This is an optimization exercise on Yosys and OpenROAD, whose aim is small area, a short achievable clock period and few clock cycles, not a production implementation. Where RTL was checked, it was by simulation tests only, not by an equivalence proof against the original. Power figures rest on the tool's default switching activity, not on a simulated workload.

==> build 61 <==
==> flow/design.v (excerpt) <==
module bce_core (
    input  wire        clk,
    input  wire        rst,           
    input  wire        start,         
    output wire        ready,         
    output wire        done,          
    output wire [1:0]  ev_kind,       
    output wire        mem_req,
    output wire        mem_we,
    output wire [11:0] mem_addr,
    output wire [15:0] mem_wdata,
    input  wire        mem_gnt,
    input  wire [15:0] mem_rdata,     
    input  wire        io_inpr_we,    
    input  wire [7:0]  io_inpr,
    input  wire        io_fgi_set,    
    input  wire        io_fgo_set,    
    output wire [15:0] ac,
    output wire [11:0] pc,
    output wire        e,
    output wire        carry,
    output wire        stop,
    output wire        ien,
    output wire        fgi,
    output wire        fgo,
    output wire [7:0]  outr
);
    localparam [2:0] OP_AND = 3'd0, OP_ADD = 3'd1, OP_LDA = 3'd2, OP_STA = 3'd3,
                     OP_BUN = 3'd4, OP_BSA = 3'd5, OP_ISZ = 3'd6;
    reg [15:0] ac_r;
    reg [11:0] pc_r;
    reg [7:0]  inpr_r, outr_r;
    reg        e_r, carry_r, stop_r, ien_r, fgi_r, fgo_r;
    reg        s_f1;      
    reg        s_ind;     
    reg        s_op;      
    reg        s_wr;      
    reg        done_r;    
    reg        pc_fix;    
    reg        ev_int;    
    reg        iv;        
    reg [2:0]  op_r;      
    reg [11:0] ar_r;      
    reg [15:0] dr_r;      
    wire s_idle = ~(s_f1 | s_ind | s_op | s_wr);
    wire op_and = (op_r == OP_AND);
    wire op_add = (op_r == OP_ADD);
    wire op_lda = (op_r == OP_LDA);
    wire op_sta = (op_r == OP_STA);
    wire op_bun = (op_r == OP_BUN);
  ...
clock: 5.0 ns
lec_check: 0
cap_margin: 20
core_margin: 2
core_utilization: 40
cts_buf_list: sky130_fd_sc_hd__clkbuf_8
setup_slack_margin: 1.15
slew_margin: 20
standard.sh (not shown) runs the stock make flow with config.mk's settings and CLKGATE_MAP_FILE= SYNTH_SCRIPT=/design/flow/synth_recipe.tcl, a recipe that flattens the netlist after the stock synthesis.
==> flow/flow/run.sh <==
#!/bin/bash
# Layout flow: the standard ORFS flow (standard.sh, run whole) with two changes:
#  1. the port buffers are sky130_fd_sc_hd__buf_2 instead of the slow delay cell
#     that buffer_ports picks by default (every port still gets its buffer);
#  2. ABC maps the logic with the mapping steps of ORFS's speed script only
#     (flow/abc_speed.script: no ABC buffering or sizing against its 5 ps target;
#     OpenROAD's repair sizes the gates in the layout).
# Registers, their names and cell types are those of the standard synthesis.
set -euo pipefail
here=$(pwd)
rm -rf "$here/scripts_x"
cp -r "$FLOW_HOME/scripts" "$here/scripts_x"
cp "$here/flow/abc_speed.script" "$here/scripts_x/abc_speed.script"
export SCRIPTS_DIR="$here/scripts_x"
export BUFFER_PORTS_ARGS="-buffer_cell sky130_fd_sc_hd__buf_2"
bash standard.sh > standard_flow.log 2>&1
==> flow/flow/abc_speed.script <==
&get -n
&st
&dch
&nf
&st
&syn2
&if -g -K 6
&synch2
&nf
&put
topo
==> build 47: changes against build 61 <==
--- a/flow/design.v
+++ b/flow/design.v
@@ -35,15 +35,14 @@
     reg        s_ind;     
     reg        s_op;      
     reg        s_wr;      
     reg        done_r;    
     reg        pc_fix;    
-    reg        ev_int;    
+    reg [1:0]  ev_r;      
     reg        iv;        
     reg [2:0]  op_r;      
     reg [11:0] ar_r;      
-    reg [15:0] dr_r;      
     wire s_idle = ~(s_f1 | s_ind | s_op | s_wr);
     wire op_and = (op_r == OP_AND);
     wire op_add = (op_r == OP_ADD);
     wire op_lda = (op_r == OP_LDA);
     wire op_sta = (op_r == OP_STA);
@@ -113,82 +112,72 @@
     wire ind_ok  = s_ind & iv;
     wire op_ok   = s_op & iv;
     wire ind_bun = ind_ok & op_bun;
     wire ind_wr  = ind_ok & (op_sta | op_bsa);
     wire ind_rd  = ind_ok & ~op_bun & ~op_sta & ~op_bsa;
-    wire op_fast = op_ok & (op_and | op_lda);        
-    wire op_addr = op_ok & op_add;                  
+    wire op_fast = op_ok & ~op_isz;                 
     wire op_isw  = op_ok & op_isz;                  
     wire c_done  = f1_halt | a_rr | a_bun | ind_bun | op_fast;
     assign done    = done_r | c_done;
     assign ready   = s_idle | c_done;
-    assign ev_kind = s_idle ? {stop_r, ev_int} : {f1_halt, f1_halt};    
+    assign ev_kind = s_idle ? ev_r : {f1_halt, f1_halt};
     wire [15:0] rd1 = mem_rdata + 16'd1;    
     wire sel_w  = f1_go & ~w_rr | ind_ok;
-    wire sel_p1 = f1_go & w_rr & ~skip | s_idle & pc_fix | op_fast;
+    wire sel_p1 = f1_go & w_rr & ~skip | s_idle & pc_fix;
     wire sel_p2 = f1_go & w_rr & skip;
-    wire sel_ar = s_ind & ~iv | s_op & ~op_fast & ~op_addr | s_wr;
-    wire sel_pc = s_idle & ~pc_fix | f1_halt | f1_nw | op_addr;
+    wire sel_ar = s_ind & ~iv | s_wr | s_op & ~op_fast;
+    wire sel_pc = s_idle & ~pc_fix | f1_halt | f1_nw | op_fast;
     wire [11:0] addr_c = ({12{sel_w}}  & w_code) |
                          ({12{sel_p1}} & pc1) |
                          ({12{sel_p2}} & pc2) |
                          ({12{sel_ar}} & ar_r) |
                          ({12{sel_pc}} & pc_r);       
     wire we_c = f1_int | a_wr | ind_wr | op_isw | s_wr;
-    wire wd_ac = f1_go & w[13] | s_ind & op_sta;
-    wire wd_p1 = f1_go & ~w[13] | s_ind & ~op_sta;
-    wire wd_pc = f1_int;
+    wire wd_ac = f1_go & w[13] | (s_ind | s_wr) & op_sta;
+    wire wd_p1 = f1_go & ~w[13];
+    wire wd_pc = f1_int | (s_ind | s_wr) & ~op_sta;
     wire [15:0] wdata_c = ({16{s_op}} & rd1) |
                           ({16{wd_ac}} & ac_r) |
                           ({16{wd_p1}} & {4'h0, pc1}) |
-                          ({16{wd_pc}} & {4'h0, pc_r}) |
-                          ({16{s_wr}}  & dr_r);
+                          ({16{wd_pc}} & {4'h0, pc_r});
     assign mem_req   = 1'b1;           
     assign mem_we    = we_c;
     assign mem_addr  = addr_c;
     assign mem_wdata = wdata_c;
     wire rrsel = s_f1 & ~stop_r & w[13];    
-    wire [15:0] ac_o    = s_op ? (op_and ? (ac_r & mem_rdata) : mem_rdata) :
-                          rrsel ? rr_ac : ac_r;
-    wire        e_o     = rrsel ? rr_e     : e_r;
-    wire        carry_o = rrsel ? rr_carry : carry_r;
-    wire        stop_o  = rrsel ? rr_stop  : stop_r;
-    wire        ien_o   = rrsel ? rr_ien   : ien_r;
-    wire        fgi_o   = rrsel ? rr_fgi   : fgi_r;
-    wire        fgo_o   = rrsel ? rr_fgo   : fgo_r;
-    wire [7:0]  outr_o  = (rrsel & rr_out) ? ac_r[7:0] : outr_r;
-    assign ac    = ac_o;
+    wire op_e  = s_op & op_add;
+    wire [15:0] op_ac = ({16{op_and}} & ac_r & mem_rdata) |
+                        ({16{op_add}} & sum[15:0]) |
+                        ({16{op_lda}} & mem_rdata);
+    assign ac    = s_op  ? op_ac : rrsel ? rr_ac : ac_r;
     assign pc    = addr_c;
-    assign e     = e_o;
-    assign carry = carry_o;
-    assign stop  = stop_o;
-    assign ien   = ien_o;
-    assign fgi   = fgi_o;
-    assign fgo   = fgo_o;
-    assign outr  = outr_o;
+    assign e     = op_e ? sum[16] : rrsel ? rr_e     : e_r;
+    assign carry = op_e ? sum[16] : rrsel ? rr_carry : carry_r;
+    assign stop  = rrsel ? rr_stop  : stop_r;
+    assign ien   = rrsel ? rr_ien   : ien_r;
+    assign fgi   = rrsel ? rr_fgi   : fgi_r;
+    assign fgo   = rrsel ? rr_fgo   : fgo_r;
+    assign outr  = (rrsel & rr_out) ? ac_r[7:0] : outr_r;
     wire g_ = mem_gnt;
     wire pc_ld_w  = a_bun | ind_bun | (a_wr & w_bsa | ind_wr & op_bsa) & g_;
     wire pc_ld_a  = a_rr;
-    wire pc_ld_1  = a_flt | (a_wr & w_sta | ind_wr & op_sta) & g_ | op_fast | op_addr |
-                    op_isw & g_ & ~(&mem_rdata) | s_idle & pc_fix |
-                    s_wr & g_ & (op_sta | op_isz & (|dr_r));
-    wire pc_ld_2  = op_isw & g_ & (&mem_rdata) | s_wr & g_ & op_isz & ~(|dr_r);
-    wire pc_ld_ar = s_wr & g_ & op_bsa;
+    wire pc_ld_1  = a_flt | a_ind | a_rd | a_wr & ~(w_bsa & g_) |
+                    op_isw & g_ & (&mem_rdata) | s_idle & pc_fix;
+    wire pc_ld_ar = s_wr & op_bsa & g_;
     wire pc_ld_i  = f1_int & g_;
     wire [11:0] pc_n = ({12{pc_ld_w}}  & w_code) |
                        ({12{pc_ld_a}}  & addr_c) |
                        ({12{pc_ld_1}}  & pc1) |
-                       ({12{pc_ld_2}}  & pc2) |
                        ({12{pc_ld_ar}} & ar_r) |
                        {11'h000, pc_ld_i};
-    wire pc_en = pc_ld_w | pc_ld_a | pc_ld_1 | pc_ld_2 | pc_ld_ar | pc_ld_i;
-    wire ac_en = a_rr | op_fast | op_addr;
+    wire pc_en = pc_ld_w | pc_ld_a | pc_ld_1 | pc_ld_ar | pc_ld_i;
+    wire ac_en = a_rr | op_fast;
+    wire [15:0] ac_n = op_fast ? op_ac : rr_ac;
     wire go_next = start & ready;
     always @(posedge clk) begin
         iv    <= g_ & ~we_c;
-        dr_r  <= wdata_c;        
-        ev_int <= f1_int;
+        ev_r  <= {a_flt, f1_int};
         if (f1_go) op_r <= w[14:12];
         if (f1_go | ind_ok) ar_r <= w_code;
         if (rst) begin
             s_f1    <= 1'b0;
             s_ind   <= 1'b0;
@@ -207,27 +196,29 @@
             fgi_r   <= 1'b0;
             fgo_r   <= 1'b0;
         end else begin
             s_f1   <= go_next | f1_nw | f1_int & ~g_;
             s_ind  <= a_ind | s_ind & ~iv;
-            s_op   <= a_rd | ind_rd | s_op & ~iv;
-            s_wr   <= (a_wr | ind_wr | op_isw | s_wr) & ~g_;
-            done_r <= (f1_int | a_wr | ind_wr | op_isw | s_wr) & g_ | a_flt | op_addr;
+            s_op   <= a_rd | ind_rd | s_op & ~iv | op_isw & ~g_;
+            s_wr   <= (a_wr | ind_wr | s_wr) & ~g_;
+            done_r <= (f1_int | a_wr | ind_wr | op_isw | s_wr) & g_ | a_flt;
             pc_fix <= (a_wr & w_bsa | ind_wr & op_bsa | s_wr & op_bsa) & g_ | pc_fix & ~s_idle;
             if (pc_en) pc_r <= pc_n;
-            if (ac_en) ac_r <= op_addr ? sum[15:0] : ac_o;
-            if (a_rr | op_addr) begin
-                carry_r <= op_addr ? sum[16] : carry_o;
-                e_r     <= op_addr ? sum[16] : e_o;
+            if (ac_en) ac_r <= ac_n;
+            if (a_rr) begin
+                carry_r <= rr_carry;
+                e_r     <= rr_e;
+                ien_r   <= rr_ien;
+                if (rr_out) outr_r <= ac_r[7:0];
             end
-            if (a_rr) begin
-                ien_r  <= ien_o;
-                outr_r <= outr_o;
+            if (op_fast & op_add) begin
+                carry_r <= sum[16];
+                e_r     <= sum[16];
             end
             if (pc_ld_i) ien_r <= 1'b0;
-            stop_r <= (a_rr ? stop_o : stop_r) | a_flt;
-            fgi_r  <= (a_rr ? fgi_o : fgi_r) | ready & io_fgi_set;
-            fgo_r  <= (a_rr ? fgo_o : fgo_r) | ready & io_fgo_set;
+            stop_r <= stop_r | a_rr & r_ & w_code[0] | a_flt;
+            fgi_r  <= (a_rr ? rr_fgi : fgi_r) | ready & io_fgi_set;
+            fgo_r  <= (a_rr ? rr_fgo : fgo_r) | ready & io_fgo_set;
             if (ready & io_inpr_we) inpr_r <= io_inpr;
         end
     end
 endmodule
==> flow/flow/run.sh (replaced) <==
#!/bin/bash
# Standard ORFS layout, but the port buffers are a fast buffer cell instead of
# the slow delay cell buffer_ports picks by default.
set -euo pipefail
export BUFFER_PORTS_ARGS="-buffer_cell sky130_fd_sc_hd__buf_2"
bash standard.sh > standard_flow.log 2>&1
--- a/flow/config.mk
+++ b/flow/config.mk
@@ -6,8 +6,6 @@
 export NUM_CORES = 4
 export LEC_CHECK = 0
 export CAP_MARGIN = 20
 export CORE_MARGIN = 2
 export CORE_UTILIZATION = 40
-export CTS_BUF_LIST = sky130_fd_sc_hd__clkbuf_8
-export SETUP_SLACK_MARGIN = 1.15
 export SLEW_MARGIN = 20
removed: flow/flow/abc_speed.script
==> results.txt <==
Build 61 completed without violations. Build 47 finished with timing, DRC and antenna clean. Between build 47 and build 61, the lower die area is in build 61 (gap 8.4%, measured against build 61). Register-to-register slack: build 61 is better than build 47 (0.10 ns). Against build 47, the non-clock buffer count of build 61 is lower by 9. Of build 61 and build 47, build 47 has the higher final cell count (gap 10%, measured against build 47). Between build 61 and build 47, the lower final area is in build 61 (gap 2.8%, measured against build 47). Against build 61, the sequential power of build 47 is lower by about 16%. Clock power: build 47 is higher than build 61 (34%). Combinational power: build 61 is smaller than build 47 (about 10%). Of build 61 and build 47, build 47 has the higher synthesized area (gap 8.0%, measured against build 47). Against build 47, the clock skew of build 61 is higher by 0.0038 ns. In build 47 the sequential share of layout area is lower than in build 61, by 4.2 points.
Testbench counts of build 61, summed over its fixed seeds: cycles 135,199.
For build 47, only the layout was checked, not whether the RTL still works.

[separate check: timing with driven ports]
In the flow no input, the clock included, has a driving cell. The finished layouts below were timed again as built, in two steps. Step 1: set_driving_cell puts a clkbuf_16 on clk and a buf_2 on each other input, an assumption about the parent block. Step 2 also shifts input and output timing later by t, the mid clock arrival at the registers, as if the neighbouring blocks saw the same clock. Three values: ideal ports, drivers, drivers and shift; two values: the first two.
run | shift t [ns] | setup slack, ns | clock arrival spread, ns
build 61 | 0.436 | 1.213 / 1.179 / 0.926 | 0.016 / 0.017
build 47 | 0.391 | 0.337 / 0.315 / 0.315 | 0.013 / 0.013
After both steps every run listed still meets setup and hold. The setup slack of build 61, which loses most, moves by -0.034 ns with the drivers and by -0.287 ns with both steps.
